Context: an optimization exercise on an open-source flow, tuned for a short achievable clock period and few clock cycles. The choices shown serve that exercise and are no tape-out recipe.
Function was checked by simulation only, so behaviour that the tests miss may differ from the original.
No activity file was given, so power comes from the tool's default toggle rates.

**flow/config.mk**
```make
export PLATFORM = sky130hd
export DESIGN_NAME = obc_unit
export DESIGN_NICKNAME = obc_unit
export VERILOG_FILES = /design/flow/design.v
export SDC_FILE = /design/flow/constraint.sdc
export NUM_CORES = 4
export LEC_CHECK = 0
export ABC_CLOCK_PERIOD_IN_PS = 2500
export CAP_MARGIN = 35
export CORE_MARGIN = 2
export CORE_UTILIZATION = 40
export SETUP_SLACK_MARGIN = 5
export SLEW_MARGIN = 35
export TNS_END_PERCENT = 100
```
**flow/constraint.sdc**
```tcl
create_clock -name core_clock -period 10.0 [get_ports {clk}]
set_input_delay 2.0000 -clock core_clock [delete_from_list [all_inputs] [get_ports {clk}]]
set_output_delay 2.0000 -clock core_clock [all_outputs]
set_load 0.01 [all_outputs]
```
**flow/design.v**
```verilog
module obc_crc_step (
    input  wire [15:0] acc,
    input  wire [7:0]  b,
    output wire [15:0] acc_next
);
    wire [15:0] s1 = {acc[7:0], acc[15:8]};
    wire [15:0] s2 = s1 ^ {8'h00, b};
    wire [15:0] s3 = s2 ^ {12'h000, s2[7:4]};
    wire [15:0] s4 = s3 ^ {s3[3:0], 12'h000};
    wire [15:0] s5 = s4 ^ {3'b000, s4[7:0], 5'b00000};
    assign acc_next = s5;
endmodule
module obc_crc14 (
    input  wire [111:0] d,
    output wire [15:0]  c
);
    assign c[0] = (d[0] ^ d[2] ^ d[3] ^ d[4] ^ d[5] ^ d[6] ^ d[8] ^ d[10] ^ d[16] ^ d[23] ^ d[24] ^ d[25] ^ d[26] ^ d[28] ^ d[30] ^ d[32] ^ d[34] ^ d[35] ^ d[37] ^ d[40] ^ d[41] ^ d[42] ^ d[43] ^ d[46] ^ d[48] ^ d[50] ^ d[55] ^ d[56] ^ d[57] ^ d[59] ^ d[60] ^ d[63] ^ d[66] ^ d[72] ^ d[73] ^ d[75] ^ d[82] ^ d[83] ^ d[84] ^ d[91] ^ d[92] ^ d[94] ^ d[96] ^ d[99] ^ d[100] ^ d[104] ^ d[108]);
    assign c[1] = ~(d[1] ^ d[3] ^ d[4] ^ d[5] ^ d[6] ^ d[7] ^ d[8] ^ d[9] ^ d[11] ^ d[17] ^ d[25] ^ d[26] ^ d[27] ^ d[29] ^ d[31] ^ d[33] ^ d[35] ^ d[36] ^ d[38] ^ d[40] ^ d[41] ^ d[42] ^ d[43] ^ d[44] ^ d[47] ^ d[48] ^ d[49] ^ d[51] ^ d[57] ^ d[58] ^ d[60] ^ d[61] ^ d[67] ^ d[73] ^ d[74] ^ d[76] ^ d[83] ^ d[84] ^ d[85] ^ d[92] ^ d[93] ^ d[95] ^ d[97] ^ d[100] ^ d[101] ^ d[105] ^ d[109]);
    assign c[2] = (d[2] ^ d[4] ^ d[5] ^ d[6] ^ d[7] ^ d[9] ^ d[10] ^ d[12] ^ d[16] ^ d[18] ^ d[26] ^ d[27] ^ d[28] ^ d[30] ^ d[32] ^ d[34] ^ d[36] ^ d[37] ^ d[39] ^ d[41] ^ d[42] ^ d[43] ^ d[44] ^ d[45] ^ d[49] ^ d[50] ^ d[52] ^ d[58] ^ d[59] ^ d[61] ^ d[62] ^ d[68] ^ d[74] ^ d[75] ^ d[77] ^ d[80] ^ d[84] ^ d[85] ^ d[86] ^ d[93] ^ d[94] ^ d[98] ^ d[101] ^ d[102] ^ d[106] ^ d[110]);
    assign c[3] = ~(d[3] ^ d[5] ^ d[6] ^ d[7] ^ d[10] ^ d[11] ^ d[13] ^ d[17] ^ d[19] ^ d[24] ^ d[27] ^ d[28] ^ d[29] ^ d[31] ^ d[33] ^ d[35] ^ d[37] ^ d[38] ^ d[42] ^ d[43] ^ d[44] ^ d[45] ^ d[46] ^ d[50] ^ d[51] ^ d[53] ^ d[59] ^ d[60] ^ d[62] ^ d[63] ^ d[69] ^ d[75] ^ d[76] ^ d[78] ^ d[81] ^ d[85] ^ d[86] ^ d[87] ^ d[94] ^ d[95] ^ d[99] ^ d[102] ^ d[103] ^ d[107] ^ d[111]);
    assign c[4] = (d[4] ^ d[6] ^ d[7] ^ d[11] ^ d[12] ^ d[14] ^ d[16] ^ d[18] ^ d[20] ^ d[25] ^ d[28] ^ d[29] ^ d[30] ^ d[34] ^ d[36] ^ d[38] ^ d[39] ^ d[43] ^ d[44] ^ d[45] ^ d[46] ^ d[47] ^ d[48] ^ d[51] ^ d[52] ^ d[54] ^ d[60] ^ d[61] ^ d[63] ^ d[70] ^ d[72] ^ d[76] ^ d[77] ^ d[79] ^ d[80] ^ d[82] ^ d[86] ^ d[87] ^ d[88] ^ d[95] ^ d[96] ^ d[100] ^ d[103] ^ d[108]);
    assign c[5] = ~(d[0] ^ d[2] ^ d[3] ^ d[4] ^ d[6] ^ d[7] ^ d[8] ^ d[10] ^ d[12] ^ d[13] ^ d[15] ^ d[16] ^ d[17] ^ d[19] ^ d[21] ^ d[23] ^ d[25] ^ d[28] ^ d[29] ^ d[31] ^ d[34] ^ d[39] ^ d[40] ^ d[41] ^ d[42] ^ d[43] ^ d[44] ^ d[45] ^ d[47] ^ d[49] ^ d[50] ^ d[52] ^ d[53] ^ d[56] ^ d[57] ^ d[59] ^ d[60] ^ d[61] ^ d[62] ^ d[63] ^ d[64] ^ d[66] ^ d[71] ^ d[75] ^ d[77] ^ d[78] ^ d[80] ^ d[81] ^ d[82] ^ d[84] ^ d[87] ^ d[88] ^ d[89] ^ d[91] ^ d[92] ^ d[94] ^ d[96] ^ d[97] ^ d[99] ^ d[100] ^ d[101] ^ d[104] ^ d[108] ^ d[109]);
    assign c[6] = ~(d[0] ^ d[1] ^ d[3] ^ d[4] ^ d[5] ^ d[7] ^ d[8] ^ d[9] ^ d[11] ^ d[13] ^ d[14] ^ d[16] ^ d[17] ^ d[18] ^ d[20] ^ d[22] ^ d[24] ^ d[26] ^ d[29] ^ d[30] ^ d[32] ^ d[35] ^ d[41] ^ d[42] ^ d[43] ^ d[44] ^ d[45] ^ d[46] ^ d[48] ^ d[50] ^ d[51] ^ d[53] ^ d[54] ^ d[56] ^ d[57] ^ d[58] ^ d[60] ^ d[61] ^ d[62] ^ d[63] ^ d[65] ^ d[67] ^ d[72] ^ d[76] ^ d[78] ^ d[79] ^ d[81] ^ d[82] ^ d[83] ^ d[85] ^ d[89] ^ d[90] ^ d[92] ^ d[93] ^ d[95] ^ d[97] ^ d[98] ^ d[100] ^ d[101] ^ d[102] ^ d[105] ^ d[109] ^ d[110]);
    assign c[7] = (d[1] ^ d[2] ^ d[4] ^ d[5] ^ d[6] ^ d[9] ^ d[10] ^ d[12] ^ d[14] ^ d[15] ^ d[17] ^ d[18] ^ d[19] ^ d[21] ^ d[23] ^ d[25] ^ d[27] ^ d[30] ^ d[31] ^ d[33] ^ d[36] ^ d[42] ^ d[43] ^ d[44] ^ d[45] ^ d[46] ^ d[47] ^ d[48] ^ d[49] ^ d[51] ^ d[52] ^ d[54] ^ d[55] ^ d[57] ^ d[58] ^ d[59] ^ d[61] ^ d[62] ^ d[63] ^ d[64] ^ d[66] ^ d[68] ^ d[73] ^ d[77] ^ d[79] ^ d[80] ^ d[82] ^ d[83] ^ d[84] ^ d[86] ^ d[90] ^ d[91] ^ d[93] ^ d[94] ^ d[98] ^ d[99] ^ d[101] ^ d[102] ^ d[103] ^ d[106] ^ d[110] ^ d[111]);
    assign c[8] = ~(d[0] ^ d[2] ^ d[3] ^ d[5] ^ d[6] ^ d[7] ^ d[8] ^ d[10] ^ d[11] ^ d[13] ^ d[15] ^ d[16] ^ d[18] ^ d[19] ^ d[20] ^ d[22] ^ d[26] ^ d[28] ^ d[31] ^ d[32] ^ d[34] ^ d[37] ^ d[40] ^ d[43] ^ d[44] ^ d[45] ^ d[46] ^ d[47] ^ d[48] ^ d[49] ^ d[50] ^ d[52] ^ d[53] ^ d[55] ^ d[58] ^ d[59] ^ d[60] ^ d[62] ^ d[63] ^ d[64] ^ d[65] ^ d[67] ^ d[69] ^ d[74] ^ d[78] ^ d[81] ^ d[83] ^ d[84] ^ d[85] ^ d[87] ^ d[88] ^ d[91] ^ d[92] ^ d[94] ^ d[95] ^ d[96] ^ d[99] ^ d[100] ^ d[102] ^ d[103] ^ d[107] ^ d[111]);
    assign c[9] = (d[0] ^ d[1] ^ d[3] ^ d[4] ^ d[6] ^ d[7] ^ d[9] ^ d[11] ^ d[12] ^ d[14] ^ d[16] ^ d[17] ^ d[19] ^ d[20] ^ d[21] ^ d[23] ^ d[27] ^ d[29] ^ d[32] ^ d[33] ^ d[35] ^ d[38] ^ d[40] ^ d[41] ^ d[44] ^ d[45] ^ d[46] ^ d[47] ^ d[48] ^ d[49] ^ d[50] ^ d[51] ^ d[53] ^ d[54] ^ d[59] ^ d[60] ^ d[61] ^ d[63] ^ d[65] ^ d[66] ^ d[68] ^ d[70] ^ d[72] ^ d[75] ^ d[79] ^ d[80] ^ d[82] ^ d[84] ^ d[85] ^ d[86] ^ d[88] ^ d[89] ^ d[92] ^ d[93] ^ d[95] ^ d[96] ^ d[97] ^ d[100] ^ d[101] ^ d[103] ^ d[108]);
    assign c[10] = (d[1] ^ d[2] ^ d[4] ^ d[5] ^ d[7] ^ d[8] ^ d[10] ^ d[12] ^ d[13] ^ d[15] ^ d[17] ^ d[18] ^ d[20] ^ d[21] ^ d[22] ^ d[28] ^ d[30] ^ d[32] ^ d[33] ^ d[34] ^ d[36] ^ d[39] ^ d[41] ^ d[42] ^ d[45] ^ d[46] ^ d[47] ^ d[48] ^ d[49] ^ d[50] ^ d[51] ^ d[52] ^ d[54] ^ d[55] ^ d[60] ^ d[61] ^ d[62] ^ d[64] ^ d[66] ^ d[67] ^ d[69] ^ d[71] ^ d[73] ^ d[76] ^ d[80] ^ d[81] ^ d[83] ^ d[85] ^ d[86] ^ d[87] ^ d[88] ^ d[89] ^ d[90] ^ d[93] ^ d[94] ^ d[97] ^ d[98] ^ d[101] ^ d[102] ^ d[109]);
    assign c[11] = ~(d[0] ^ d[2] ^ d[3] ^ d[5] ^ d[6] ^ d[9] ^ d[11] ^ d[13] ^ d[14] ^ d[18] ^ d[19] ^ d[21] ^ d[22] ^ d[23] ^ d[24] ^ d[29] ^ d[31] ^ d[32] ^ d[33] ^ d[34] ^ d[35] ^ d[37] ^ d[40] ^ d[42] ^ d[43] ^ d[46] ^ d[47] ^ d[49] ^ d[50] ^ d[51] ^ d[52] ^ d[53] ^ d[55] ^ d[56] ^ d[61] ^ d[62] ^ d[63] ^ d[65] ^ d[67] ^ d[68] ^ d[70] ^ d[72] ^ d[74] ^ d[77] ^ d[81] ^ d[82] ^ d[84] ^ d[86] ^ d[87] ^ d[89] ^ d[90] ^ d[91] ^ d[94] ^ d[95] ^ d[98] ^ d[99] ^ d[102] ^ d[103] ^ d[110]);
    assign c[12] = (d[0] ^ d[1] ^ d[2] ^ d[5] ^ d[7] ^ d[12] ^ d[14] ^ d[15] ^ d[19] ^ d[20] ^ d[22] ^ d[24] ^ d[26] ^ d[28] ^ d[33] ^ d[36] ^ d[37] ^ d[38] ^ d[42] ^ d[44] ^ d[46] ^ d[47] ^ d[51] ^ d[52] ^ d[53] ^ d[54] ^ d[55] ^ d[56] ^ d[59] ^ d[60] ^ d[62] ^ d[68] ^ d[69] ^ d[71] ^ d[78] ^ d[80] ^ d[84] ^ d[85] ^ d[87] ^ d[88] ^ d[90] ^ d[94] ^ d[95] ^ d[96] ^ d[103] ^ d[104] ^ d[108] ^ d[111]);
    assign c[13] = ~(d[0] ^ d[1] ^ d[2] ^ d[3] ^ d[6] ^ d[13] ^ d[15] ^ d[20] ^ d[21] ^ d[23] ^ d[25] ^ d[27] ^ d[29] ^ d[32] ^ d[34] ^ d[37] ^ d[38] ^ d[39] ^ d[40] ^ d[43] ^ d[45] ^ d[47] ^ d[52] ^ d[53] ^ d[54] ^ d[55] ^ d[56] ^ d[57] ^ d[60] ^ d[61] ^ d[63] ^ d[69] ^ d[70] ^ d[72] ^ d[79] ^ d[80] ^ d[81] ^ d[85] ^ d[86] ^ d[88] ^ d[89] ^ d[91] ^ d[95] ^ d[96] ^ d[97] ^ d[105] ^ d[109]);
    assign c[14] = (d[0] ^ d[1] ^ d[2] ^ d[3] ^ d[4] ^ d[7] ^ d[8] ^ d[14] ^ d[21] ^ d[22] ^ d[24] ^ d[26] ^ d[28] ^ d[30] ^ d[32] ^ d[33] ^ d[35] ^ d[38] ^ d[39] ^ d[40] ^ d[41] ^ d[44] ^ d[46] ^ d[48] ^ d[53] ^ d[54] ^ d[55] ^ d[57] ^ d[58] ^ d[61] ^ d[62] ^ d[64] ^ d[70] ^ d[71] ^ d[73] ^ d[80] ^ d[81] ^ d[82] ^ d[86] ^ d[87] ^ d[89] ^ d[90] ^ d[92] ^ d[97] ^ d[98] ^ d[106] ^ d[110]);
    assign c[15] = ~(d[1] ^ d[2] ^ d[3] ^ d[4] ^ d[5] ^ d[9] ^ d[15] ^ d[22] ^ d[23] ^ d[24] ^ d[25] ^ d[27] ^ d[29] ^ d[31] ^ d[33] ^ d[34] ^ d[36] ^ d[39] ^ d[40] ^ d[41] ^ d[42] ^ d[45] ^ d[47] ^ d[49] ^ d[54] ^ d[55] ^ d[56] ^ d[58] ^ d[59] ^ d[62] ^ d[63] ^ d[65] ^ d[71] ^ d[72] ^ d[74] ^ d[81] ^ d[82] ^ d[83] ^ d[87] ^ d[90] ^ d[91] ^ d[93] ^ d[98] ^ d[99] ^ d[107] ^ d[111]);
endmodule
module obc_xxtea_mx (
    input  wire [31:0] y,
    input  wire [31:0] z,
    input  wire [31:0] sum,
    input  wire [31:0] key,
    output wire [31:0] mx
);
    wire [31:0] t1 = (z >> 5) ^ (y << 2);
    wire [31:0] t2 = (y >> 3) ^ (z << 4);
    wire [31:0] t3 = sum ^ y;
    wire [31:0] t4 = key ^ z;
    assign mx = (t1 + t2) ^ (t3 + t4);
endmodule
module obc_xxtea_eng (
    input  wire         clk,
    input  wire         rst,
    input  wire         start,
    input  wire         start_rx,      
    input  wire [127:0] pkt_in,        
    input  wire         release_eng,
    output reg          busy,
    output reg          done,          
    output reg          fin,           
    output reg          mode_rx,
    output wire [127:0] res_pkt        
);
    localparam [31:0] KEY0 = 32'h4F70656E;
    localparam [31:0] KEY1 = 32'h42656163;
    localparam [31:0] KEY2 = 32'h6F6E2D4B;
    localparam [31:0] KEY3 = 32'h65793031;
    function [31:0] sum_of(input [4:0] r);
        case (r)
            5'd0: sum_of = 32'hBE1E08BB;
            5'd1: sum_of = 32'h1FE68F02;
            5'd2: sum_of = 32'h81AF1549;
            5'd3: sum_of = 32'hE3779B90;
            5'd4: sum_of = 32'h454021D7;
            5'd5: sum_of = 32'hA708A81E;
            5'd6: sum_of = 32'h08D12E65;
            5'd7: sum_of = 32'h6A99B4AC;
            5'd8: sum_of = 32'hCC623AF3;
            5'd9: sum_of = 32'h2E2AC13A;
            5'd10: sum_of = 32'h8FF34781;
            5'd11: sum_of = 32'hF1BBCDC8;
            5'd12: sum_of = 32'h5384540F;
            5'd13: sum_of = 32'hB54CDA56;
            5'd14: sum_of = 32'h1715609D;
            5'd15: sum_of = 32'h78DDE6E4;
            5'd16: sum_of = 32'hDAA66D2B;
            5'd17: sum_of = 32'h3C6EF372;
            5'd18: sum_of = 32'h9E3779B9;
            default: sum_of = 32'h00000000;
        endcase
    endfunction
    function [31:0] key_of(input [1:0] i);
        case (i)
            2'd0:    key_of = KEY0;
            2'd1:    key_of = KEY1;
            2'd2:    key_of = KEY2;
            default: key_of = KEY3;
        endcase
    endfunction
    reg [31:0] r0, r1, r2, r3;
    reg [6:0]  cnt;
    reg        run, ph;
    reg [31:0] a1, a2;
    reg  [31:0] sum, t4;
    wire [6:0]  cnt_nx = cnt + 7'd1;
    wire [1:0]  p_nx   = ~cnt_nx[1:0];
    wire [31:0] sum_nx = sum_of(cnt_nx[6:2]);
    wire [31:0] key_nx = key_of(p_nx ^ sum_nx[3:2]);
    wire [31:0] sum_0  = sum_of(5'd0);
    wire [31:0] key_0  = key_of(2'd3 ^ sum_0[3:2]);
    wire [31:0] w_in [0:3];
    genvar g;
    generate
        for (g = 0; g < 4; g = g + 1) begin : g_in
            assign w_in[g] = start_rx ?
                {pkt_in[32*g +: 8], pkt_in[32*g+8 +: 8], pkt_in[32*g+16 +: 8], pkt_in[32*g+24 +: 8]} :
                pkt_in[32*g +: 32];
        end
    endgenerate
    wire [31:0] t1 = (r1 >> 5) ^ (r3 << 2);
    wire [31:0] t2 = (r3 >> 3) ^ (r1 << 4);
    wire [31:0] t3 = sum ^ r3;
    wire [31:0] nv = r0 - (a1 ^ a2);
    wire [31:0] v_out [0:3];
    assign v_out[0] = r3;
    assign v_out[1] = r2;
    assign v_out[2] = r1;
    assign v_out[3] = r0;
    generate
        for (g = 0; g < 4; g = g + 1) begin : g_out
            assign res_pkt[32*g +: 32] = mode_rx ?
                {v_out[g][7:0], v_out[g][15:8], v_out[g][23:16], v_out[g][31:24]} :
                v_out[g];
        end
    endgenerate
    always @(posedge clk) begin
        a1  <= t1 + t2;
        a2  <= t3 + t4;
        sum <= start ? sum_0 : sum_nx;
        t4  <= start ? key_0 ^ w_in[2] : key_nx ^ r2;
    end
    always @(posedge clk) begin
        if (rst) begin
            busy <= 1'b0;
            done <= 1'b0;
            fin  <= 1'b0;
            run  <= 1'b0;
            ph   <= 1'b0;
        end else begin
            fin <= 1'b0;
            if (start) begin
                busy    <= 1'b1;
                done    <= 1'b0;
                run     <= 1'b1;
                ph      <= 1'b0;
                mode_rx <= start_rx;
                r0      <= w_in[3];
                r1      <= w_in[2];
                r2      <= w_in[1];
                r3      <= w_in[0];
                cnt     <= 7'd0;
            end else begin
                if (run) begin
                    ph <= ~ph;
                    if (ph) begin
                        r0  <= r1;
                        r1  <= r2;
                        r2  <= r3;
                        r3  <= nv;
                        cnt <= cnt_nx;
                        if (cnt == 7'd75) begin
                            run  <= 1'b0;
                            done <= 1'b1;
                            fin  <= 1'b1;
                        end
                    end
                end
                if (release_eng) begin
                    busy <= 1'b0;
                    done <= 1'b0;
                end
            end
        end
    end
endmodule
module obc_cache_sel #(
    parameter CAPACITY = 8
) (
    input  wire [16*CAPACITY-1:0] ids,
    input  wire [8*CAPACITY-1:0]  strs,
    input  wire [32*CAPACITY-1:0] ticks,
    input  wire [15:0]            in_id,
    input  wire [7:0]             in_str,
    input  wire [31:0]            thr,
    output reg                    found,      
    output reg  [2:0]             slot,
    output reg                    wr_en,      
    output reg                    wr_id       
);
    reg [CAPACITY-1:0] match;
    reg [CAPACITY-1:0] stale;
    reg [CAPACITY-1:0] geq;
    integer i;
    always @(*) begin
        for (i = 0; i < CAPACITY; i = i + 1) begin
            match[i] = (ids[16*i +: 16] == in_id);
            stale[i] = (ticks[32*i +: 32] < thr);
            geq[i]   = (strs[8*i +: 8] >= in_str);
        end
    end
    reg       m_any, s_any, m_wr;
    reg [2:0] m_idx, s_idx;
    always @(*) begin
        m_any = 1'b0;
        m_idx = 3'd0;
        m_wr  = 1'b0;
        s_any = 1'b0;
        s_idx = 3'd0;
        for (i = CAPACITY - 1; i >= 0; i = i - 1) begin
            if (match[i]) begin
                m_any = 1'b1;
                m_idx = i[2:0];
                m_wr  = geq[i] | stale[i];
            end
            if (stale[i]) begin
                s_any = 1'b1;
                s_idx = i[2:0];
            end
        end
    end
    always @(*) begin
        if (m_any) begin
            found = 1'b1;
            slot  = m_idx;
            wr_en = m_wr;
            wr_id = 1'b0;
        end else if (s_any) begin
            found = 1'b1;
            slot  = s_idx;
            wr_en = 1'b1;
            wr_id = 1'b1;
        end else begin
            found = 1'b0;
            slot  = 3'd0;
            wr_en = 1'b0;
            wr_id = 1'b0;
        end
    end
endmodule
module obc_unit (
    input  wire        clk,
    input  wire        rst,
    input  wire        cmd_valid,
    output wire        cmd_ready,
    input  wire [63:0] cmd,
    output reg         resp_valid,
    output reg  [63:0] resp
);
    localparam CAPACITY = 8;
    localparam NENG     = 10;        
    localparam EW       = 4;         
    localparam QD       = 4;         
    localparam RFD      = 28;        
    localparam [7:0] PROTO_PROX_REPORT     = 8'd69;
    localparam [7:0] PROTO_PROX_REPORT_EXT = 8'd70;
    localparam [7:0] PROX_STRENGTH         = 8'd3;
    localparam [7:0] OP_NOP    = 8'h00;
    localparam [7:0] OP_PUTB   = 8'h01;
    localparam [7:0] OP_GETB   = 8'h02;
    localparam [7:0] OP_CRC    = 8'h10;
    localparam [7:0] OP_CHK    = 8'h11;
    localparam [7:0] OP_NORM   = 8'h20;
    localparam [7:0] OP_DEC    = 8'h30;
    localparam [7:0] OP_DISP   = 8'h40;
    localparam [7:0] OP_UPSERT = 8'h50;
    localparam [7:0] OP_RDSLOT = 8'h51;
    localparam [7:0] OP_RXPKT  = 8'h60;
    localparam [7:0] ST_OK          = 8'h00;
    localparam [7:0] ST_CRC_FAIL    = 8'h01;
    localparam [7:0] ST_CACHE_FULL  = 8'h02;
    localparam [7:0] ST_ERR_OPCODE  = 8'h80;
    localparam [7:0] ST_ERR_OPERAND = 8'h81;
    localparam [3:0] D_ERR  = 4'd0;
    localparam [3:0] D_NOP  = 4'd1;
    localparam [3:0] D_PUTB = 4'd2;
    localparam [3:0] D_GETB = 4'd3;
    localparam [3:0] D_CRC  = 4'd4;
    localparam [3:0] D_CHK  = 4'd5;
    localparam [3:0] D_NORM = 4'd6;
    localparam [3:0] D_DEC  = 4'd7;
    localparam [3:0] D_DISP = 4'd8;
    localparam [3:0] D_UPS  = 4'd9;
    localparam [3:0] D_RD   = 4'd10;
    localparam [3:0] D_RX   = 4'd11;
    localparam [2:0] K_RESP = 3'd0;
    localparam [2:0] K_FAIL = 3'd1;    
    localparam [2:0] K_EOPC = 3'd2;    
    localparam [2:0] K_EOPN = 3'd3;    
    localparam [2:0] K_RD   = 3'd4;    
    localparam [2:0] K_UPS  = 3'd5;    
    localparam [2:0] K_RX   = 3'd6;    
    integer i;
    reg [63:0] cmd_r;
    reg        cv_r;
    reg        rst_r;
    reg        ready_r;
    assign cmd_ready = ready_r;
    always @(posedge clk) begin
        cmd_r <= cmd;
        cv_r  <= cmd_valid & ready_r & ~rst;
        rst_r <= rst;
    end
    wire [7:0]  c_op = cmd_r[63:56];
    wire [7:0]  c_a  = cmd_r[55:48];
    wire [15:0] c_h  = cmd_r[47:32];
    wire [31:0] c_t  = cmd_r[31:0];
    wire a_zero = (c_a == 8'd0);
    wire h_zero = (c_h == 16'd0);
    wire t_zero = (c_t == 32'd0);
    reg [3:0] c_cls;
    reg       c_ok;
    always @(*) begin
        c_cls = D_ERR;
        c_ok  = 1'b0;
        case (c_op)
            OP_NOP:    begin c_cls = D_NOP;  c_ok = a_zero && h_zero && t_zero; end
            OP_PUTB:   begin c_cls = D_PUTB; c_ok = (c_h < 16'd16) && t_zero; end
            OP_GETB:   begin c_cls = D_GETB; c_ok = a_zero && (c_h < 16'd16) && t_zero; end
            OP_CRC:    begin c_cls = D_CRC;  c_ok = (c_a <= 8'd16) && h_zero && t_zero; end
            OP_CHK:    begin c_cls = D_CHK;  c_ok = a_zero && h_zero && t_zero; end
            OP_NORM:   begin c_cls = D_NORM; c_ok = a_zero && h_zero && t_zero; end
            OP_DEC:    begin c_cls = D_DEC;  c_ok = a_zero && h_zero && t_zero; end
            OP_DISP:   begin c_cls = D_DISP; c_ok = a_zero && h_zero && t_zero; end
            OP_UPSERT: begin c_cls = D_UPS;  c_ok = 1'b1; end
            OP_RDSLOT: begin c_cls = D_RD;   c_ok = a_zero && (c_h < CAPACITY) && t_zero; end
            OP_RXPKT:  begin c_cls = D_RX;   c_ok = a_zero && h_zero; end
            default:   begin c_cls = D_ERR;  c_ok = 1'b0; end
        endcase
    end
    wire        c_known = (c_op == OP_NOP) || (c_op == OP_PUTB) || (c_op == OP_GETB) ||
                          (c_op == OP_CRC) || (c_op == OP_CHK) || (c_op == OP_NORM) ||
                          (c_op == OP_DEC) || (c_op == OP_DISP) || (c_op == OP_UPSERT) ||
                          (c_op == OP_RDSLOT) || (c_op == OP_RXPKT);
    wire [3:0]  q_in_cls = c_ok ? c_cls : D_ERR;
    wire [63:0] q_in_cmd = c_ok ? cmd_r : {(c_known ? ST_ERR_OPERAND : ST_ERR_OPCODE), 56'd0};
    reg [3:0]  q_cls [0:QD-1];
    reg [63:0] q_cmd [0:QD-1];
    reg [2:0]  qc;
    wire       q_pop;
    wire       q_push = cv_r;
    wire       q_pop_e = q_pop & ~rst_r;
    wire [2:0] qc_e  = rst_r ? 3'd0 : qc;
    wire [2:0] qc_nx = qc_e + {2'd0, q_push} - {2'd0, q_pop_e};
    always @(posedge clk) begin
        for (i = 0; i < QD; i = i + 1) begin
            if (q_pop_e) begin
                if (i == qc_e - 3'd1) begin
                    q_cls[i] <= q_in_cls;
                    q_cmd[i] <= q_in_cmd;
                end else if (i < QD - 1) begin
                    q_cls[i] <= q_cls[(i < QD - 1) ? i + 1 : i];
                    q_cmd[i] <= q_cmd[(i < QD - 1) ? i + 1 : i];
                end
            end else if (i == qc_e) begin
                q_cls[i] <= q_in_cls;
                q_cmd[i] <= q_in_cmd;
            end
        end
        qc <= qc_nx;
        if (rst)
            ready_r <= 1'b1;
        else
            ready_r <= (qc_nx <= QD - 2);
    end
    reg [7:0]  pkt [0:15];
    reg [15:0] pend;               
    reg [EW-1:0] owner;
    reg [EW-1:0] ne;               
    wire [127:0] pkt_flat;
    genvar gi;
    generate
        for (gi = 0; gi < 16; gi = gi + 1) begin : g_pf
            assign pkt_flat[8*gi +: 8] = pkt[gi];
        end
    endgenerate
    wire [NENG-1:0] e_busy, e_done, e_fin, e_mrx;
    wire [127:0]    e_res   [0:NENG-1];
    reg  [NENG-1:0] e_start;
    wire [NENG-1:0] e_release;
    reg             start_rx;
    generate
        for (gi = 0; gi < NENG; gi = gi + 1) begin : g_eng
            obc_xxtea_eng u_eng (
                .clk(clk), .rst(rst_r),
                .start(e_start[gi]), .start_rx(start_rx), .pkt_in(pkt_flat),
                .release_eng(e_release[gi]),
                .busy(e_busy[gi]), .done(e_done[gi]), .fin(e_fin[gi]), .mode_rx(e_mrx[gi]),
                .res_pkt(e_res[gi])
            );
        end
    endgenerate
    reg [4:0]  rf_zc   [0:RFD-1];
    reg [2:0]  rf_kind [0:RFD-1];
    reg [55:0] rf_data [0:RFD-1];
    reg [5:0]  rfc;
    reg [4:0]  zacc;               
    wire       rf_empty = (rfc == 6'd0);
    reg        rf_full;            
    reg        stg_v;
    reg [4:0]  stg_zc;
    reg [2:0]  stg_kind;
    reg [55:0] stg_data;
    wire        dv    = (qc != 3'd0);
    wire [3:0]  d_cls = q_cls[0];
    wire [63:0] d_cmd = q_cmd[0];
    wire [7:0]  d_a   = d_cmd[55:48];
    wire [3:0]  d_h   = d_cmd[35:32];
    reg         no_pend;           
    reg         eng_free;          
    reg         zsat;              
    reg         crc_run;
    reg  [15:0] crc_acc;
    reg  [4:0]  crc_idx;
    wire [4:0]  crc_len = (d_cls == D_CHK) ? 5'd14 : d_a[4:0];
    wire [15:0] crc_nx;
    obc_crc_step u_crc_step (.acc(crc_acc), .b(pkt[crc_idx[3:0]]), .acc_next(crc_nx));
    wire        crc_end = crc_run && (crc_idx == crc_len);
    wire [15:0] pkt_k   = {pkt[14], pkt[15]};
    wire [7:0]  proto   = pkt[0];
    wire [15:0] oid     = {pkt[1], pkt[2]};
    wire [7:0]  trk_str = (proto == PROTO_PROX_REPORT || proto == PROTO_PROX_REPORT_EXT)
                          ? PROX_STRENGTH : pkt[4];
    reg         go;          
    reg         zero_resp;   
    reg         push_e;      
    reg  [2:0]  push_kind;
    reg  [55:0] push_data;
    reg         crc_start;
    reg         dispatch;
    always @(*) begin
        go        = 1'b0;
        zero_resp = 1'b0;
        push_e    = 1'b0;
        push_kind = K_RESP;
        push_data = 56'd0;
        crc_start = 1'b0;
        dispatch  = 1'b0;
        if (dv) begin
            case (d_cls)
                D_ERR: begin
                    push_e = 1'b1; push_kind = (d_cmd[63:56] == ST_ERR_OPERAND) ? K_EOPN : K_EOPC;
                end
                D_NOP, D_PUTB: begin
                    zero_resp = 1'b1;
                end
                D_GETB: begin
                    push_e = no_pend; push_data = {pkt[d_h], 48'd0};
                end
                D_CRC, D_CHK: begin
                    crc_start = no_pend && !crc_run;
                    push_e    = crc_end;
                    if (d_cls == D_CRC)
                        push_data = {8'd0, crc_acc, 32'd0};
                    else begin
                        push_kind = (crc_acc == pkt_k) ? K_RESP : K_FAIL;
                        push_data = {8'd0, crc_acc, 16'd0, pkt_k};
                    end
                end
                D_NORM: begin
                    zero_resp = no_pend;
                end
                D_DEC: begin
                    dispatch  = no_pend && eng_free;
                    zero_resp = dispatch;
                end
                D_DISP: begin
                    push_e = no_pend; push_data = {trk_str, oid, 24'd0, proto};
                end
                D_UPS: begin
                    push_e = 1'b1; push_kind = K_UPS; push_data = d_cmd[55:0];
                end
                D_RD: begin
                    push_e = 1'b1; push_kind = K_RD; push_data = d_cmd[55:0];
                end
                D_RX: begin
                    dispatch = no_pend && eng_free;
                    push_e   = dispatch; push_kind = K_RX;
                    push_data = {{(24-EW){1'b0}}, ne, d_cmd[31:0]};
                end
                default: ;
            endcase
            if (zero_resp && zsat) begin
                zero_resp = 1'b0;
                push_e    = 1'b1;
                push_kind = K_RESP;
                push_data = 56'd0;
            end
            if (push_e && rf_full) begin
                push_e   = 1'b0;
                dispatch = 1'b0;
                zero_resp = 1'b0;
            end
            go = zero_resp || push_e;
        end
    end
    assign q_pop = go;
    always @(posedge clk) begin
        for (i = 0; i < NENG; i = i + 1)
            e_start[i] <= !rst_r && dispatch && (ne == i);
        start_rx <= (d_cls == D_RX);
    end
    wire         own_fin = e_fin[owner];
    wire [127:0] own_res = e_res[owner];
    reg [15:0] pend_nx;
    always @(*) begin
        pend_nx = pend;
        if (own_fin)
            pend_nx = 16'd0;
        if (go && d_cls == D_PUTB)
            pend_nx[d_h] = 1'b0;
        if (dispatch)
            pend_nx = 16'hFFFF;
        if (rst_r)
            pend_nx = 16'd0;
    end
    wire [EW-1:0] ne_nx = !dispatch ? ne : (ne == NENG - 1) ? {EW{1'b0}} : ne + 1'b1;
    always @(posedge clk) begin
        pend    <= pend_nx;
        no_pend <= (pend_nx == 16'd0);
        eng_free <= !rst_r && !e_busy[ne_nx];
        if (rst_r) begin
            for (i = 0; i < 16; i = i + 1)
                pkt[i] <= 8'd0;
            owner   <= {EW{1'b0}};
            ne      <= {EW{1'b0}};
            crc_run <= 1'b0;
        end else begin
            if (own_fin && pend != 16'd0) begin
                for (i = 0; i < 16; i = i + 1)
                    if (pend[i])
                        pkt[i] <= own_res[8*i +: 8];
            end
            if (crc_start) begin
                crc_run <= 1'b1;
                crc_acc <= 16'hFFFF;
                crc_idx <= 5'd0;
            end else if (crc_run) begin
                if (crc_idx == crc_len) begin
                    if (go)
                        crc_run <= 1'b0;
                end else begin
                    crc_acc <= crc_nx;
                    crc_idx <= crc_idx + 5'd1;
                end
            end
            if (go) begin
                case (d_cls)
                    D_PUTB: begin
                        pkt[d_h] <= d_a;
                    end
                    D_NORM: begin
                        for (i = 0; i < 16; i = i + 1)
                            pkt[i] <= pkt[i ^ 3];
                    end
                    default: ;
                endcase
            end
            if (dispatch)
                owner <= ne;
            ne <= ne_nx;
        end
    end
    wire [4:0]  h_zc   = rf_zc[0];
    wire [2:0]  h_kind = rf_kind[0];
    wire [55:0] h_data = rf_data[0];
    wire [EW-1:0] h_eng = h_data[32 +: EW];
    wire [2:0]  h_slot = h_data[34:32];
    reg [15:0] c_id   [0:CAPACITY-1];
    reg [7:0]  c_str  [0:CAPACITY-1];
    reg [31:0] c_tick [0:CAPACITY-1];
    reg          s_v, s_rx;
    reg  [127:0] s_pkt;
    reg  [15:0]  s_id;
    reg  [7:0]   s_str;
    reg  [31:0]  s_tick, s_thr;
    reg         p_v, p_rx, p_crcok, p_found, p_wr, p_wrid;
    reg  [2:0]  p_slot;
    reg  [15:0] p_id, p_c, p_k;
    reg  [7:0]  p_str;
    reg  [31:0] p_tick;
    wire h_cache = !rf_empty && (h_kind == K_UPS || h_kind == K_RX);
    wire h_ready = (h_kind == K_UPS) || e_done[h_eng];
    wire emit_hz   = !rf_empty && (h_zc != 5'd0);
    wire emit_zacc = rf_empty && (zacc != 5'd0);
    wire h_now     = !rf_empty && (h_zc == 5'd0);
    wire commit    = h_now && h_cache && p_v;
    wire rf_pop    = h_now && (!h_kind[2] || h_kind == K_RD || commit);
    wire cache_wr  = commit && p_found && p_wr && (!p_rx || p_crcok);
    wire [127:0] h_res   = e_res[h_eng];
    wire [7:0]   h_proto = h_res[7:0];
    wire [31:0]  h_tick  = h_data[31:0];
    wire [15:0]  s_c;
    obc_crc14 u_crc14 (.d(s_pkt[111:0]), .c(s_c));
    wire [15:0]  s_k     = {s_pkt[119:112], s_pkt[127:120]};
    wire [16*CAPACITY-1:0] ids_flat;
    wire [8*CAPACITY-1:0]  strs_flat;
    wire [32*CAPACITY-1:0] ticks_flat;
    generate
        for (gi = 0; gi < CAPACITY; gi = gi + 1) begin : g_cf
            assign ids_flat[16*gi +: 16]   = c_id[gi];
            assign strs_flat[8*gi +: 8]    = c_str[gi];
            assign ticks_flat[32*gi +: 32] = c_tick[gi];
        end
    endgenerate
    wire       u_found, u_wr_en, u_wr_id;
    wire [2:0] u_slot;
    obc_cache_sel #(.CAPACITY(CAPACITY)) u_cache_sel (
        .ids(ids_flat), .strs(strs_flat), .ticks(ticks_flat),
        .in_id(s_id), .in_str(s_str), .thr(s_thr),
        .found(u_found), .slot(u_slot), .wr_en(u_wr_en), .wr_id(u_wr_id)
    );
    for (gi = 0; gi < NENG; gi = gi + 1) begin : g_rel
        assign e_release[gi] = (e_fin[gi] && !e_mrx[gi]) ||
                               (commit && h_kind == K_RX && h_eng == gi);
    end
    always @(posedge clk) begin
        s_rx   <= (h_kind == K_RX);
        s_pkt  <= h_res;
        s_tick <= h_tick;
        s_thr  <= h_tick - 32'd8096;
        if (h_kind == K_RX) begin
            s_id  <= {h_res[15:8], h_res[23:16]};
            s_str <= (h_proto == PROTO_PROX_REPORT || h_proto == PROTO_PROX_REPORT_EXT)
                     ? PROX_STRENGTH : h_res[39:32];
        end else begin
            s_id  <= h_data[47:32];
            s_str <= h_data[55:48];
        end
        p_rx    <= s_rx;
        p_crcok <= (s_c == s_k);
        p_found <= u_found;
        p_slot  <= u_slot;
        p_wr    <= u_wr_en;
        p_wrid  <= u_wr_id;
        p_id    <= s_id;
        p_str   <= s_str;
        p_tick  <= s_tick;
        p_c     <= s_c;
        p_k     <= s_k;
        if (rst_r) begin
            s_v <= 1'b0;
            p_v <= 1'b0;
        end else begin
            s_v <= h_cache && h_ready && !rf_pop;
            p_v <= s_v && !rf_pop && !cache_wr;
        end
    end
    wire       zinc   = zero_resp;
    wire       zdec   = emit_zacc;
    wire [4:0] push_zc = zacc - {4'd0, zdec};
    wire [4:0] zacc_nx = push_e ? 5'd0 : zacc + {4'd0, zinc} - {4'd0, zdec};
    wire [5:0] rfc_nx = rfc + {5'd0, stg_v} - {5'd0, rf_pop};
    always @(posedge clk) begin
        for (i = 0; i < RFD; i = i + 1) begin
            if (rf_pop) begin
                if (stg_v && i == rfc - 6'd1) begin
                    rf_zc[i]   <= stg_zc;
                    rf_kind[i] <= stg_kind;
                    rf_data[i] <= stg_data;
                end else if (i < RFD - 1) begin
                    rf_zc[i]   <= rf_zc[(i < RFD - 1) ? i + 1 : i];
                    rf_kind[i] <= rf_kind[(i < RFD - 1) ? i + 1 : i];
                    rf_data[i] <= rf_data[(i < RFD - 1) ? i + 1 : i];
                end
            end else if (stg_v && i == rfc) begin
                rf_zc[i]   <= stg_zc;
                rf_kind[i] <= stg_kind;
                rf_data[i] <= stg_data;
            end else if (i == 0 && emit_hz) begin
                rf_zc[0] <= h_zc - 5'd1;
            end
        end
        stg_zc   <= push_zc;
        stg_kind <= push_kind;
        stg_data <= push_data;
        if (rst_r) begin
            rfc     <= 6'd0;
            zacc    <= 5'd0;
            stg_v   <= 1'b0;
            rf_full <= 1'b0;
            zsat    <= 1'b0;
        end else begin
            rfc     <= rfc_nx;
            stg_v   <= push_e;
            rf_full <= (rfc_nx >= RFD - 2);
            zacc    <= zacc_nx;
            zsat    <= (zacc_nx == 5'h1F);
        end
    end
    always @(posedge clk) begin
        if (rst_r) begin
            for (i = 0; i < CAPACITY; i = i + 1) begin
                c_id[i]   <= 16'd0;
                c_str[i]  <= 8'd0;
                c_tick[i] <= 32'd0;
            end
        end else if (cache_wr) begin
            c_str[p_slot]  <= p_str;
            c_tick[p_slot] <= p_tick;
            if (p_wrid)
                c_id[p_slot] <= p_id;
        end
        if (rst || rst_r)
            resp_valid <= 1'b0;
        else
            resp_valid <= emit_hz || emit_zacc || rf_pop;
        if (emit_hz || emit_zacc)
            resp <= 64'd0;
        else if (!h_kind[2])
            resp <= {h_kind[1], 6'd0, h_kind[0], h_data};
        else if (h_kind == K_RD)
            resp <= {ST_OK, c_str[h_slot], c_id[h_slot], c_tick[h_slot]};
        else if (p_rx) begin
            if (!p_crcok)
                resp <= {ST_CRC_FAIL, 8'd0, p_c, 16'd0, p_k};
            else if (p_found)
                resp <= {ST_OK, p_str, p_id, 29'd0, p_slot};
            else
                resp <= {ST_CACHE_FULL, p_str, p_id, 32'd0};
        end else begin
            if (p_found)
                resp <= {ST_OK, 8'd0, 16'd0, 29'd0, p_slot};
            else
                resp <= {ST_CACHE_FULL, 56'd0};
        end
    end
endmodule
```
**flow/flow/run.sh**
```bash
#!/bin/bash
set -uo pipefail
bash standard.sh synth > synth.log 2>&1 || exit 1
bash standard.sh SETUP_SLACK_MARGIN=6.4 MAX_REPAIR_ANTENNAS_ITER_DRT=12 finish > layout.log 2>&1 || exit 1
```
**flow/standard.sh**
```bash
#!/bin/bash
# synth_recipe.tcl (not shown) runs the flow's synth.tcl, then flattens the netlist and writes it again
# the make line also repeats each setting of config.mk as NAME=value (left out here)
make -C /OpenROAD-flow-scripts/flow DESIGN_CONFIG=/design/flow/config.mk WORK_HOME=/design/flow/orfs CLKGATE_MAP_FILE= SYNTH_SCRIPT=/design/flow/synth_recipe.tcl "${@:-finish}"
```
==> results_dict.tcl, run 1 <==
set metrics [dict create \
    status "complete, no violations" \
    dp_hpwl_mm 1680 \
    most-common-layout-cells "edfxtp_1, nor2_1, a21oi_1, buf_4, mux2_2" \
    via_per_inst 7.02 \
    overflow 0 \
    finalSetupViolCount 0 \
    stdcell_count 43100 \
    finalCriticalPeriod_ns 3.98 \
    fin_crit_sh 0.398 \
    relSlewSlack 0.136 \
    crit_fanout 21 \
    worstSetupPathType "flip-flop to flip-flop" \
    start_util 0.401 \
    fillers 71900 \
    cts_sinks 5908 \
    r2r_start "g_eng[2].u_eng.mode_rx" \
    p_leak_nw 150 \
    io_buffer_count 127 \
    nets 32400 \
    cts_tree "yes" \
    fp-row-count 329 \
    drv_cap 0 \
    cts_max_level 6 \
    worstSetupEndpoint "pkt[8][5]" \
    synth_area_um2 322000 \
    drc_errors 0 \
    wl_per_cell_um 53.1 \
    die_y_um 901 \
    drt-initial-drc-count 52000 \
    hold_buffers 0 \
    multi_input_area_um2 169000 \
    crit_arrival_ns 4.94 \
    cp_data_required_time_ns 10.96 \
    io_pins 133 \
    final_core_util 0.492 \
    end_kind "flip-flop" \
    start_kind "flip-flop" \
    core-area_um2 803000 \
    syn_avg_cell_area_um2 10.9 \
    vdd_drop_max_v 0.000902 \
    first_global_vias 255000 \
    synthDistinctLibCells 100 \
    synth-edff-count 4021 \
    die_width_um 901 \
    place_inst 39700 \
    regToRegEndpoint "pkt[8][5]" \
    cts_root_buf "clkbuf_16" \
    total_power_mw 85.5 \
    crit_start "g_eng[2].u_eng.mode_rx" \
    max_freq_mhz 251 \
    grt_max_degree 235 \
    ys.flop_type "edfxtp_1" \
    clkTransAtPathRegs_ns 0.08 \
    r2r_cells 9 \
    finalSetupTns_ns 0 \
    rsz0062_at_grt "yes" \
    ys_seq_area_frac 0.492 \
    register_area_um2 159000 \
    p_per_area_nw_per_um2 217 \
    async_flop_share 0 \
    slew_violations 0 \
    num_vias 302000 \
    hold_path_class "flip-flop to flip-flop" \
    antenna_found_initial 456 \
    ctsLongestPathBuffers 4 \
    synthCells 29500 \
    finalClockSkew_ns 0.123 \
    drive_gt1_frac 0.247 \
    cts_made_buffers 675 \
    grt_pass1_wl_mm 2830 \
    hold_viol 0 \
    finalWirelength_mm 2290 \
    final_antenna_net_count 0 \
    ys_warn_count 13 \
    synth-seq-cells 5908 \
    drtPass1Iterations 11 \
    layout_commonest_cell "edfxtp_1" \
    track_usage 0.540 \
    r2r_slack_ns 6.02 \
    die_area_um2 812000 \
    routabilityCongestion 1.25 \
    max_slew.worst_pin.slew_ns 1.29 \
    syn2layout_area_growth_pct 22.5 \
    worstSkewPairLatency_ns 1.27 \
]
## synthesized netlist by cell type (55+ instances only)
cell type,n,area [µm²]
nand3_1,263,1320
nor2b_1,162,1010
inv_1,534,2000
o31ai_1,102,766
or2_2,56,350
buf_1,293,1100
nor2_1,2683,10100
xnor2_1,1423,12500
a211o_1,65,569
a222oi_1,60,601
nor3_1,453,2270
nand2_1,1497,5620
nand2b_1,211,1320
o211ai_1,107,803
a211oi_1,236,1770
o21bai_1,113,848
buf_2,55,275
xor2_1,1515,13300
and2_1,380,2380
mux2i_1,1343,13400
mux4_2,196,4410
a31oi_1,218,1360
mux2_2,1871,21100
and3_1,245,1530
ha_1,1443,18100
nand4_1,107,669
dfxtp_1,1887,37800
o21ai_0,1218,6100
a21oi_1,2424,12100
clkbuf_1,1558,5850
or3_1,72,450
o21a_1,277,2080
o21ai_1,95,475
nor4_1,96,601
edfxtp_1,4021,121000
o22ai_1,1022,6390
a21o_1,487,3660
## worst min path at each step
stage	start	end	slack (ns)	cells after the start
finish	s_tick[19]	p_tick[19]	0.31	0
global route	s_tick[11]	p_tick[11]	0.33	0
CTS	s_tick[19]	p_tick[19]	0.31	0
detailed placement	s_tick[22]	p_tick[22]	0.31	0
global placement	s_tick[7]	p_tick[7]	0.31	0
floorplan	s_rx	p_rx	0.31	0
## per-layer routing
layer,track usage,share of wire
met1,0.579,0.34
met4,0.536,0.13
met3,0.309,0.15
met5,0.0402,0.0017
met2,0.721,0.39
## final cells by class
cell class,instances,share of cell area
Tap cell,10600,0.0336
Antenna cell,993,0.00630
Clock inverter,329,0.00944
Clock buffer,937,0.0492
Multi-Input combinational cell,21100,0.427
Sequential cell,5908,0.402
Timing Repair inverter,16,0.000203
Inverter,541,0.00539
Timing Repair Buffer,2600,0.0666
## logic make-up after synthesis
group / count (synthesis) / synth area share
xor gates and xnor gates: 2955 / 0.0808
DFF: 5908 / 0.492
buffers and inverters: 2452 / 0.0288
other: 1 / 0.0000116
AOI/OAI and AO/OA: 6883 / 0.129
muxes: 3426 / 0.121
and+or+nand+nor: 6377 / 0.0894
adders and majority gates: 1477 / 0.0581
## power breakdown
group	switching, mW	leakage (nW)	total [mW]	internal (mW)
clock network	11.6	11.3	26.4	14.8
registers	2.66	53.5	31.3	28.6
logic	17.3	85.0	27.7	10.4
## metrics by stage
| step | setup slack, ns | cell area, µm² | hold slack [ns] |
|---|---|---|---|
| 2_1_floorplan | 5.68 | 322000 | 0.310 |
| 3_3_place_gp | 3.88 | 344000 | 0.310 |
| 3_5_place_dp | 4.27 | 349000 | 0.312 |
| 4_1_cts | 6.09 | 383000 | 0.312 |
| 5_1_grt | 6.13 | 393000 | 0.331 |
| 6_report | 6.02 | 395000 | 0.311 |
## state kept, by name (all words and copies together), names as in the netlist, 56 cells and up, named ones only
| signal | cells |
|---|---|
| g_eng.u_eng.t4 | 320 |
| q_cmd | 256 |
| cmd_r | 64 |
| g_eng.u_eng.cnt | 70 |
| g_eng.u_eng.r2 | 320 |
| resp | 59 |
| g_eng.u_eng.a2 | 320 |
| stg_data | 56 |
| pkt | 128 |
| g_eng.u_eng.r3 | 320 |
| g_eng.u_eng.a1 | 320 |
| rf_zc | 140 |
| g_eng.u_eng.r1 | 320 |
| c_id | 128 |
| c_str | 64 |
| g_eng.u_eng.r0 | 320 |
| s_pkt | 128 |
| g_eng.u_eng.sum | 310 |
| rf_data | 1568 |
| rf_kind | 84 |
| c_tick | 256 |
## repair_timing
action	CTS	global route
endpoints found under the hold margin	0	0
gates resized for setup	1470	722
cloned	62	38
setup endpoints to repair	5515	2213
setup buffers	530	406
pin swaps	207	354
## critical path: stages, from the launching register on
cell and delay (ns):
edfxtp_1 0.41, buf_12 0.18, buf_4 0.60, mux2i_1 0.79, o22ai_1 0.30, nor3_1 0.30, o211ai_1 0.45, and3_1 0.40
a21oi_1 0.13, o21ai_1 0.07
Testbench counts, summed over its fixed seeds: cycles 8,184.
==> run 2: changes to the inputs <==
==> flow/flow/run.sh (replaced) <==
#!/bin/bash
set -uo pipefail
here=$(pwd)
bash standard.sh synth > synth.log 2>&1 || exit 1
bash standard.sh SETUP_SLACK_MARGIN=6.4 MAX_REPAIR_ANTENNAS_ITER_DRT=12 \
    POST_GLOBAL_ROUTE_TCL="$here/flow/antenna_grt.tcl" finish > layout.log 2>&1 || exit 1
==> flow/flow/antenna_grt.tcl (new file) <==
puts "Repair antennas with a ratio margin..."
repair_antennas -ratio_margin 40 -iterations 5
check_placement -verbose
check_antennas
==> run 2 against run 1 <==
  * Now fails the layout checks on capacitance limit, slew limit
  * Clock power is essentially flat
  * Die area is the same
  * Maximum frequency down 12%
  * Combinational power hardly changed
  * Design area up 0.36%
  * Clock skew fell by 0.0063 ns
  * Register-to-register slack lost 0.53 ns
  * Non-clock buffer count unchanged
  * Critical path depth is the same
  * Critical path type unchanged
==> results_dict.tcl, run 2 <==
set metrics [dict create \
    p_leak_nw 150 \
    p_per_area_nw_per_um2 216 \
    via_per_inst 6.93 \
    ys_seq_area_frac 0.492 \
    start_kind "flip-flop" \
    num_vias 302000 \
    worstSetupPathType "flip-flop to flip-flop" \
    drv_cap 1 \
    layout_commonest_cell "edfxtp_1" \
    synthDistinctLibCells 100 \
    grt_max_degree 235 \
    fin_crit_sh 0.451 \
    check.faults "capacitance limit, slew limit" \
    end_kind "flip-flop" \
    finalCriticalPeriod_ns 4.51 \
    cts_resized 1470 \
    synth.area.top_cells "edfxtp_1, dfxtp_1, mux2_2, ha_1, mux2i_1" \
    synth-edff-count 4021 \
    dp_hpwl_mm 1680 \
    synth-seq-cells 5908 \
    routabilityCongestion 1.25 \
    cts_sinks 5908 \
    worstSkewPairLatency_ns 1.27 \
    clkTransAtPathRegs_ns 0.06 \
    largest_reg_flops 1568 \
    cts_made_buffers 675 \
    ys.flop_type "edfxtp_1" \
    synth_common_cells "edfxtp_1, nor2_1, a21oi_1, dfxtp_1, mux2_2" \
    clock_power_share 0.309 \
    largest-register "rf_data" \
    die_y_um 901 \
    r2r_cells 9 \
    grt_pass1_wl_mm 2830 \
    finalSetupViolCount 0 \
    hold_buffers 0 \
    place_inst 39700 \
    p_int_mw 53.8 \
    synthCells 29500 \
    fp-row-count 329 \
    first_global_vias 255000 \
    r2r_slack_ns 5.49 \
    ctsLongestPathBuffers 4 \
    hold_viol 0 \
    p_comb_frac 0.325 \
    finalClockSkew_ns 0.117 \
    relSlewSlack -0.317 \
    hold_path_class "flip-flop to flip-flop" \
    async_flop_share 0 \
    overflow 0 \
    io_buffer_count 127 \
    p_seq_frac 0.366 \
    regToRegEndpoint "pkt[11][1]" \
    final_antenna_net_count 0 \
    cp_data_required_time_ns 10.96 \
    drc_errors 0 \
    antenna_found_initial 456 \
    holdCritStartpoint "s_tick[19]" \
    finish.instance_area_um2 396000 \
    max_slew.worst_pin.slew_ns 1.94 \
    cts_max_level 6 \
    finalSetupTns_ns 0 \
    wl_per_cell_um 52.6 \
    vdd_drop_max_v 0.000921 \
    syn2layout_area_growth_pct 23.0 \
    nets 32400 \
    crit_fanout 23 \
    total_power_mw 85.6 \
    finalWirelength_mm 2290 \
    yosysMostFrequentCell "edfxtp_1" \
    status "complete, but fails checks" \
    core-area_um2 803000 \
    synth_area_um2 322000 \
    ys_warn_count 13 \
    r2r_start "g_eng[1].u_eng.mode_rx" \
    whs_ns 0.312 \
    syn_avg_cell_area_um2 10.9 \
    drt-initial-drc-count 55700 \
    detailed_place.area_um2 349000 \
    min_path_cells 0 \
    swShare 0.371 \
    yosys.area.top_type "edfxtp_1" \
    slew_violations 5 \
    track_usage 0.540 \
    drive_gt1_frac 0.247 \
    stdcell_count 43600 \
    cts_root_buf "clkbuf_16" \
    io_pins 133 \
    drtPass1Iterations 10 \
    cts_tree "yes" \
    most-common-layout-cells "edfxtp_1, nor2_1, a21oi_1, buf_4, mux2_2" \
    start_util 0.401 \
    post_cts_buffers 530 \
    max_freq_mhz 222 \
    hold_path_end "p_tick[19]" \
    crit_arrival_ns 5.48 \
    synth_top_area_frac 0.375 \
    die_width_um 901 \
    die_area_um2 812000 \
    power.switching_mw 31.8 \
]
## run 2: cell type report
class                   count  area [µm²]
fillers                 72200      407000
inverters                 541        2130
well taps               10600       13300
multi-input cells       21100      169000
repair buffers           2600       26300
diodes                   1562        3910
flip-flops and latches   5908      159000
clock buffers             937       19400
clock inverters           329        3730
repair inverters           16        80.1
## run 2: cells by family (layout without fill, tap and decap cells)
family,after synthesis,count (layout),share of synthesized area
other,1,1569,0.0000116
xor gates and xnor gates,2955,2955,0.0808
adders and majority gates,1477,1477,0.0581
DFF,5908,5908,0.492
AOI/OAI and AO/OA,6883,6886,0.129
buffers and inverters,2452,4423,0.0288
muxes,3426,3426,0.121
and+or+nand+nor,6377,6394,0.0894
## run 2: critical path, stage by stage, from the launching register on
cell and delay, ns:
edfxtp_1 0.40, buf_12 0.34, buf_16 0.36, mux2i_2 1.54, o22ai_1 0.25, nor3_2 0.57, buf_6 0.25, a21oi_2 0.10
a21oi_1 0.14, o21ai_1 0.07
## run 2: worst max-delay path by stage
stage	to	start	slack, ns	depth (start not counted)
after floorplan	rf_data[10][0]	rf_zc[0][0]	5.68	10
final	pkt[11][1]	g_eng[1].u_eng.mode_rx	5.49	9
after global placement	eng_free	q_cmd[0][48]	3.88	10
after CTS	g_eng[6].u_eng.r3[30]	g_eng[6].u_eng.r0[0]	6.09	15
after detailed placement	pkt[6][3]	q_cmd[0][48]	4.27	12
## run 2: metrics by stage
stage          worst slack (ns)   util
4_1_cts                    6.09  0.477
3_5_place_dp               4.27  0.435
2_1_floorplan              5.68      -
3_3_place_gp               3.88  0.429
6_report                   5.49  0.493
## run 2: power by group through the flow
| stage | sequential (mW) | combinational [mW] | clock (mW) |
|---|---|---|---|
| 6_report | 31.3 | 27.9 | 26.5 |
| 4_1_cts | 31.1 | 25.9 | 26.3 |
| 3_5_place_dp | 31.5 | 25.1 | 0 |
| 3_3_place_gp | 31.7 | 24.6 | 0 |
| 2_1_floorplan | 29.8 | 15.8 | 0 |
## run 2: metal layers
layer | part of all wire | up-vias | GRT usage
met5 | 0.0021 | - | 0.0402
met4 | 0.13 | 175 | 0.536
met3 | 0.15 | 9703 | 0.309
met2 | 0.39 | 29500 | 0.721
met1 | 0.33 | 150000 | 0.579
li1 | - | 113000 | -

==> re-timing with driven ports <==
Ports are ideal in the flow. The routed layouts listed here were re-timed in OpenROAD.
Step 1, drivers: a clkbuf_16 drives clk and a buf_2 each remaining input, both assumed.
Step 2, shift: input delay + t, output delay - t, t = (earliest + latest rising clock arrival at the registers) / 2. This alone moves slack from input paths to output paths.
Three values: no drivers, after step 1, after step 2; two values: the first two.
run	t, ns	slack for setup (ns)	worst setup path after step 2	clock arrival spread, ns	worst data-port slew with drivers (ns)
run 1	1.377	6.016 / 6.016 / 6.016	register to register	0.128 / 0.129	0.21
run 2	1.373	5.488 / 5.488 / 5.488	register to register	0.122 / 0.122	0.20
